This is an optimization exercise on Yosys and OpenROAD, whose aim is small area, a short achievable clock period and few clock cycles per item, not a production implementation.
The RTL of this run was laid out without a check of its function.

==> design.v <==
module etrle_enc (
    input  wire       clk,
    input  wire       rst,
    input  wire       in_valid,
    output wire       in_ready,
    input  wire [7:0] in_data,
    input  wire       in_last,     
    input  wire       in_empty,    
    output wire       out_valid,
    input  wire       out_ready,
    output wire [7:0] out_data
);
    localparam integer N  = 129;    
    localparam integer QW = 2;      
    reg  [9*N-1:0] ring;
    wire [8:0] tap = ring[9*N-1 -: 9];      
    wire [8:0] s0  = ring[8:0];             
    wire tap_v = tap[8];
    wire tap_p = !tap[8] && tap[0];
    wire s0_empty = !s0[8] && !s0[0];
    reg       r_v, r2_v;
    reg [7:0] r_d, r2_d;
    reg       r_nz, r2_nz;     
    reg       r_last, r_empty, r2_last, r2_empty;
    reg       in_rdy;
    reg       h_v;
    reg [7:0] h_d;
    reg       h_last, h_empty;
    reg       hz;          
    reg       rn126;       
    reg       lnz;         
    reg       run_lit, run_zero;
    reg [6:0] run_n;
    reg       doneP, doneDZ;
    reg [6:0]    lq [0:(1<<QW)-1];
    reg [QW:0]   lq_rd, lq_wr;      
    wire lq_full  = (lq_wr == {~lq_rd[QW], lq_rd[QW-1:0]});
    wire lq_empty = (lq_wr == lq_rd);
    reg [7:0] k;           
    reg       k1;          
    reg       rwait;       
    reg       flush;       
    reg [7:0] wcnt;
    reg       ov;
    reg [7:0] od;
    reg [7:0] oh;
    wire rnz    = r_nz;
    wire need_r = !h_empty && !h_last && hz;
    wire cls_ok = h_v && (!need_r || r_v);
    wire lit    = !h_empty && (!hz || (!h_last && lnz && rnz));
    wire zend   = h_last || rnz || (run_zero && rn126);
    wire [6:0] zn = run_zero ? run_n + 7'd1 : 7'd1;
    wire needP = lit && !run_lit;
    wire needZ = !h_empty && !lit && zend;
    wire needE = h_empty || h_last;
    wire selP  = needP && !doneP && !doneDZ;
    wire selDZ = !selP && (lit || needZ) && !doneDZ;
    wire selE  = !selP && !selDZ && needE;
    wire have_item = selP || selDZ || selE;
    wire is_last   = selE || (selDZ && !needE) || !have_item;
    wire [8:0] item1 = selP  ? 9'h001 :
                       selDZ ? (lit ? {1'b1, h_d} : {2'b11, zn}) :
                               9'h100;
    wire has2  = selP || (selDZ && needE);
    wire [8:0] item2 = selP ? {1'b1, h_d} : 9'h100;
    reg       pv;
    reg       pD;        
    reg [8:0] pi;
    wire two   = !pv && has2;
    wire consD = lit && (selDZ || (selP && two));
    wire closeD = consD && (h_last || (!selP && rn126));
    wire closeZ = !lit && !h_empty && run_lit && (needZ ? selDZ : !have_item);
    wire pushc  = closeD || closeZ;
    wire [6:0] push_val = closeD ? (selP ? 7'd1 : run_n + 7'd1) : run_n;
    wire sync   = !rwait;
    wire wr_ok1 = s0_empty && (k1 || (sync && !(selDZ && lit)));
    wire wr_okp = s0_empty && (k1 || (sync && !pD));
    wire commit = cls_ok && (!have_item || (pv ? wr_okp : wr_ok1)) &&
                  (!pushc || !lq_full);
    wire push   = commit && pushc;
    wire write  = pv ? wr_okp : (commit && have_item);
    wire [8:0] item = pv ? pi : item1;
    wire advance = commit && (is_last || (two && (selDZ || !needE)));
    wire take_r = r_v && (!h_v || advance);
    wire accept = in_valid && in_rdy;
    wire in_nz  = (in_data != 8'd0);
    assign in_ready = in_rdy;
    wire can_load = !ov || out_ready;
    wire act      = !flush && (!rwait || wcnt == 8'd0);
    wire rd_data  = act && tap_v && can_load;
    wire rd_ctrl  = act && tap_p && can_load && !lq_empty;
    wire stuck    = act && (tap_v || tap_p) && !rd_data && !rd_ctrl;
    wire cons     = rd_data || rd_ctrl || flush || rst;
    wire pop      = rd_ctrl;
    assign out_valid = ov;
    assign out_data  = od;
    integer i;
    always @(posedge clk) begin
        ring[9*N-1:18] <= ring[9*(N-1)-1:9];
        ring[17:9]     <= write ? item : s0;
        ring[8:0]      <= {tap[8] & ~cons, tap[7:1], tap[0] & ~cons};
        if (push) lq[lq_wr[QW-1:0]] <= push_val;
        if (pv ? wr_okp : two) begin
            pi <= pv ? item1 : item2;
            pD <= pv ? (selDZ && lit) : selP;
        end
        if (take_r || !r_v) begin
            r_d     <= r2_v ? r2_d     : in_data;
            r_nz    <= r2_v ? r2_nz    : in_nz;
            r_last  <= r2_v ? r2_last  : in_last;
            r_empty <= r2_v ? r2_empty : in_empty;
        end
        if (!r2_v) begin
            r2_d     <= in_data;
            r2_nz    <= in_nz;
            r2_last  <= in_last;
            r2_empty <= in_empty;
        end
        if (take_r) begin
            h_d     <= r_d;
            hz      <= !r_nz;
            h_last  <= r_last;
            h_empty <= r_empty;
        end
        if (rd_data || rd_ctrl) begin
            od <= rd_data ? tap[7:0] : {1'b0, lq[lq_rd[QW-1:0]]};
            oh <= ~(rd_data ? tap[7:0] : {1'b0, lq[lq_rd[QW-1:0]]});
        end else begin
            od <= ~oh;
        end
        if (rst) begin
            r_v      <= 1'b0;
            r2_v     <= 1'b0;
            pv       <= 1'b0;
            in_rdy   <= 1'b1;
            rn126    <= 1'b0;
            h_v      <= 1'b0;
            lnz      <= 1'b0;
            run_lit  <= 1'b0;
            run_zero <= 1'b0;
            doneP    <= 1'b0;
            doneDZ   <= 1'b0;
            lq_rd    <= 0;
            lq_wr    <= 0;
            k        <= 8'd0;
            k1       <= 1'b0;
            rwait    <= 1'b0;
            flush    <= 1'b1;
            wcnt     <= N - 2;
            ov       <= 1'b0;
        end else begin
            if (take_r) begin
                r_v  <= r2_v || accept;
                r2_v <= 1'b0;
                in_rdy <= 1'b1;
            end else if (accept) begin
                r_v  <= 1'b1;
                r2_v <= r_v;
                in_rdy <= !r_v;
            end
            if (take_r)       h_v <= 1'b1;
            else if (advance) h_v <= 1'b0;
            if (commit) begin
                if (selP) begin
                    doneP   <= 1'b1;
                    run_lit <= !closeD;
                    run_n   <= two ? 7'd1 : 7'd0;
                    rn126   <= 1'b0;
                    if (two) doneDZ <= 1'b1;
                end else if (selDZ && lit) begin
                    doneDZ  <= 1'b1;
                    run_n   <= run_n + 7'd1;
                    rn126   <= (run_n == 7'd125);
                    if (closeD) run_lit <= 1'b0;
                end else if (selDZ) begin
                    doneDZ   <= 1'b1;
                    run_lit  <= 1'b0;
                    run_zero <= 1'b0;
                end else if (!have_item && !h_empty) begin
                    run_lit  <= 1'b0;
                    run_zero <= 1'b1;
                    run_n    <= zn;
                    rn126    <= run_zero ? (run_n == 7'd125) : 1'b0;
                end
                if (advance) begin
                    doneP  <= 1'b0;
                    doneDZ <= 1'b0;
                    lnz    <= !h_empty && !h_last && !hz;
                end
            end
            if (pv) begin
                if (wr_okp) pv <= commit && have_item;
            end else begin
                pv <= commit && two;
            end
            if (push) lq_wr <= lq_wr + 1'b1;
            if (pop)  lq_rd <= lq_rd + 1'b1;
            k  <= write ? 8'd1 : (k == N - 1) ? 8'd0 : k + 8'd1;
            k1 <= write || (k == 8'd0);
            if (flush) begin
                if (wcnt == 8'd0) flush <= 1'b0;
                else              wcnt  <= wcnt - 8'd1;
            end else if (stuck) begin
                rwait <= 1'b1;
                wcnt  <= N - 1;
            end else if (act) begin
                rwait <= 1'b0;
            end else begin
                wcnt <= wcnt - 8'd1;
            end
            if (rd_data || rd_ctrl) ov <= 1'b1;
            else if (out_ready)     ov <= 1'b0;
        end
    end
endmodule
==> flow/run.sh <==
#!/bin/bash
set -o pipefail
export SETUP_SLACK_MARGIN=5.3
bash standard.sh 2>&1 | tee standard_flow.log
==> standard.sh <==
#!/bin/bash
# synth_recipe.tcl (not shown) runs the flow's synth.tcl, then flattens the netlist and writes it again
# the make line also repeats each setting of config.mk as NAME=value (left out here)
make -C /OpenROAD-flow-scripts/flow DESIGN_CONFIG=/design/flow/config.mk WORK_HOME=/design/flow/orfs CLKGATE_MAP_FILE= SYNTH_SCRIPT=/design/flow/synth_recipe.tcl "${@:-finish}"
==> config.mk <==
export PLATFORM = sky130hd
export DESIGN_NAME = etrle_enc
export DESIGN_NICKNAME = etrle_enc
export VERILOG_FILES = /design/flow/design.v
export SDC_FILE = /design/flow/constraint.sdc
export NUM_CORES = 4
export LEC_CHECK = 0
export CAP_MARGIN = 20
export CORE_MARGIN = 2
export CORE_UTILIZATION = 65
export CTS_BUF_LIST = sky130_fd_sc_hd__clkbuf_16
export CTS_CLUSTER_DIAMETER = 80
export CTS_CLUSTER_SIZE = 32
export PLACE_DENSITY = 0.75
export SLEW_MARGIN = 20
==> constraint.sdc <==
create_clock -name core_clock -period 8.0 [get_ports {clk}]
set_input_delay 1.6000 -clock core_clock [delete_from_list [all_inputs] [get_ports {clk}]]
set_output_delay 1.6000 -clock core_clock [all_outputs]
set_load 0.01 [all_outputs]
==> impl_metrics.tcl <==
set metrics [dict create \
    syn_avg_cell_area_sq_um 17.4 \
    hold_class "reg -> reg" \
    cpLargestDelayFamily "flip-flops" \
    syn-cell-area_sq_um 29300 \
    end_kind "output pin" \
    maxSlewViolCount 0 \
    synth_edf_count 75 \
    postRouteAntennaNets 0 \
    cpMaxStageDelayCell "dfxtp_4" \
    h-tree-depth 2 \
    cts_hold_buf 0 \
    synth_top_cell_by_area "dfxtp_1" \
    synth_top_area_share_pct 83.2 \
    synth.top_cells.by_count "dfxtp_1 (1,219), edfxtp_1 (75), nand2_1 (47)" \
    final_nets 1770 \
    period_needed_ns 2.72 \
    rows 77 \
    required_ns 6.40 \
    rsz0062_at_grt "yes" \
    synth_cells 1684 \
    finalCritPeriodShare_pct 34.0 \
    worst_pin_slew_ns 0.720 \
    wl_um 35800 \
    initial_core_util_pct 66.1 \
    fillers 2723 \
    drt_iter0_markers 680 \
    first_pass_iters 8 \
    synthFlopType "dfxtp_1" \
    arrival_ns 1.12 \
    total_power_mw 9.62 \
    cts_tree "yes" \
    drive_gt1_share_pct 8.32 \
    finClkSkew_ns 0.0212 \
    grt-ovfl-total 0 \
    diodes 0 \
    grt_max_degree 35 \
    core_sq_um 44400 \
    gp_congestion 0.818 \
    track_usage_pct 15.7 \
    syn_nets 1709 \
    path_clk_slew_ns 0.11 \
    antenna_found_initial 0 \
    synth_cell_type_count 69 \
    ir_drop_v 0.000247 \
    synth_seq_area_share_pct 90.9 \
    max-clock-path-buffers 3 \
    synthTopCellsByArea "dfxtp_1 (83%), edfxtp_1 (7.7%), mux2_2 (0.69%)" \
    vias_per_cell 4.73 \
    root_buffer "clkbuf_16" \
    areaGrowthSynthToFinish_pct 8.07 \
    cts_sinks 1294 \
    portBuffers 23 \
    slowest_delay_ns 0.39 \
    vias 11100 \
    wl_per_cell_um 15.3 \
    cts_buffers 46 \
    dieHeight_um 216 \
    clk_latency_ns 0.62 \
    fmax_ghz 0.367 \
    cp-start-kind "flip-flop" \
    synth.most_common_cell "dfxtp_1" \
    ys_warn_count 1 \
    synth-seq-cells 1294 \
    outcome "timing/DRC/antenna clean" \
    grt_pass1_wl_um 58700 \
    max_cap_violations 0 \
    fin_setup_tns_ns 0 \
    final_area_sq_um 31700 \
    worst-path-buf-inv 1 \
    slew_headroom_pct 51.7 \
    cp_max_fo 1 \
    die-area_sq_um 46900 \
    dpl_cell_area_sq_um 30200 \
    cellLeakagePower_nw 12.3 \
    holdWs_ns 0.322 \
    async_flop_share_pct 0 \
    ios 24 \
    die-width_um 216 \
    criticalPathCategory "reg -> out" \
    dp_hpwl_um 19400 \
    finalSetupViolations 0 \
    power.density_nw_per_um2 303 \
    drc 0 \
    path_cells "buf_6" \
    hold_viol_final 0 \
    first_global_vias 11200 \
]
[power breakdown]
part	internal [mW]	switching [mW]
Clock	1.08	1.72
Sequential	6.65	0.0503
Combinational	0.0483	0.0695
Total	7.78	1.84
[cell usage in the layout, fill, tap and decap left out, types with 3 or more instances in the layout]
cell,Yosys,routed
dfxtp_1,1219,1209
edfxtp_1,75,75
clkbuf_16,0,47
nand2_1,47,45
nor2_1,32,29
inv_1,20,28
a21oi_1,25,23
o21ai_0,22,19
mux2_2,18,18
nand3_1,18,18
mux2i_1,18,17
xor2_1,13,13
clkdlybuf4s50_1,0,13
nor3_1,14,12
xnor2_1,11,11
nor4_1,11,11
ha_1,11,11
buf_6,2,10
buf_4,0,10
mux4_2,7,7
o211ai_1,6,6
dfxtp_2,0,6
o21ai_1,3,5
and2_1,6,5
o21a_1,5,4
a22oi_1,4,4
and3_1,4,4
a22o_1,4,4
o31ai_2,0,4
dfxtp_4,0,4
or2_2,3,3
nor2_4,0,3
nand2b_1,3,3
nor4b_1,3,3
a31oi_1,3,3
o31ai_1,7,3
a211oi_1,3,3
a21o_1,3,3
[sequential cells by signal (all words and copies together) (netlist names), 3 cells and up, named ones only]
signal,count
h_d,8
k,8
lq,28
lq_rd,3
lq_wr,3
od,8
oh,8
pi,9
r2_d,8
r_d,8
ring,1161
run_n,7
wcnt,8
[area by class of cell]
cell class | instances | area [sq um] | area share [%]
timing repair buffer | 35 | 343 | 1.08
multi-input combinational | 348 | 2630 | 8.28
inverter | 20 | 78.8 | 0.249
clock inverter | 11 | 62.6 | 0.197
sequential | 1294 | 26700 | 84.1
clock buffer | 47 | 1180 | 3.71
tap | 592 | 741 | 2.34
[cells by family after synthesis]
kind of cell / count (synthesis) / share of synthesized area, %
multiplexers: 43 / 1.84
adder cells (fa/ha/maj): 11 / 0.469
buffers and inverters: 42 / 0.610
AND/OR/NAND/NOR: 158 / 2.72
AO/OA/AOI/OAI: 112 / 2.78
flip-flops: 1294 / 90.9
XOR/XNOR: 24 / 0.716
[final timing paths]
kind | end | cells after the start | slack, ns | startpoint
setup / recovery | out_data[4] | 1 | 5.28 | od[4]
hold / removal | ring[108] | 0 | 0.32 | ring[99]
setup reg to reg | lq[2][4] | 5 | 5.33 | h_last
hold reg to reg | ring[108] | 0 | 0.32 | ring[99]
[per-stage QoR]
step	cells	worst slack (ns)	util, %
final	2347	5.28	71.4
after global routing	2347	5.17	71.4
after CTS	2338	5.16	71.1
after detailed placement	2278	4.31	68.0
after global placement	2278	4.40	68.0
after floorplan	1684	5.22	-
[timing repair]
action | CTS | global route
endpoints found under the setup margin | 103 | 100
gates resized for setup | 75 | 16
buffers inserted | 2 | 9
pin swaps | 1 | 2
cloned | 0 | 0
[per-layer routing]
metal / track usage [%] / part of all wire [%] / vias up
li1: - / - / 5583
met2: 23.9 / 44 / 164
met5: 0 / 0 / -
met1: 23.2 / 50 / 5296
met4: 4.52 / 2.2 / 0
met3: 3.07 / 3.8 / 59
[worst register-to-register path, cell delays in order (launching register included)]
cell	delay (ns)
edfxtp_1	0.55
nand3b_4	0.25
nand2_1	0.15
a221oi_2	0.55
o221ai_2	0.39
o31ai_2	0.52

## afterwards: timing with drivers on the ports
No port has a modelled driver above. Below, the same layout with a new extraction and two added sets of constraints.
Step 1 assumes that a clkbuf_16 drives the clock port and a buf_2 every other input.
Step 2 times the ports against the registers' clock, not the clock port: input delays grow and output delays shrink by t, the midpoint of the rising clock arrivals with the driver on.
a / b / c = no drivers / after step 1 / after step 2; a / b = the first two.
t (ns): 0.659
setup WS [ns]: 5.277 / 5.225 / 4.682
worst hold slack (ns): 0.322 / 0.322 / 0.322
worst setup path at the end: input to register
After both steps setup and hold are still met in this run. For this run, drivers alone change the setup slack by -0.052 ns; drivers and shift together by -0.595 ns.
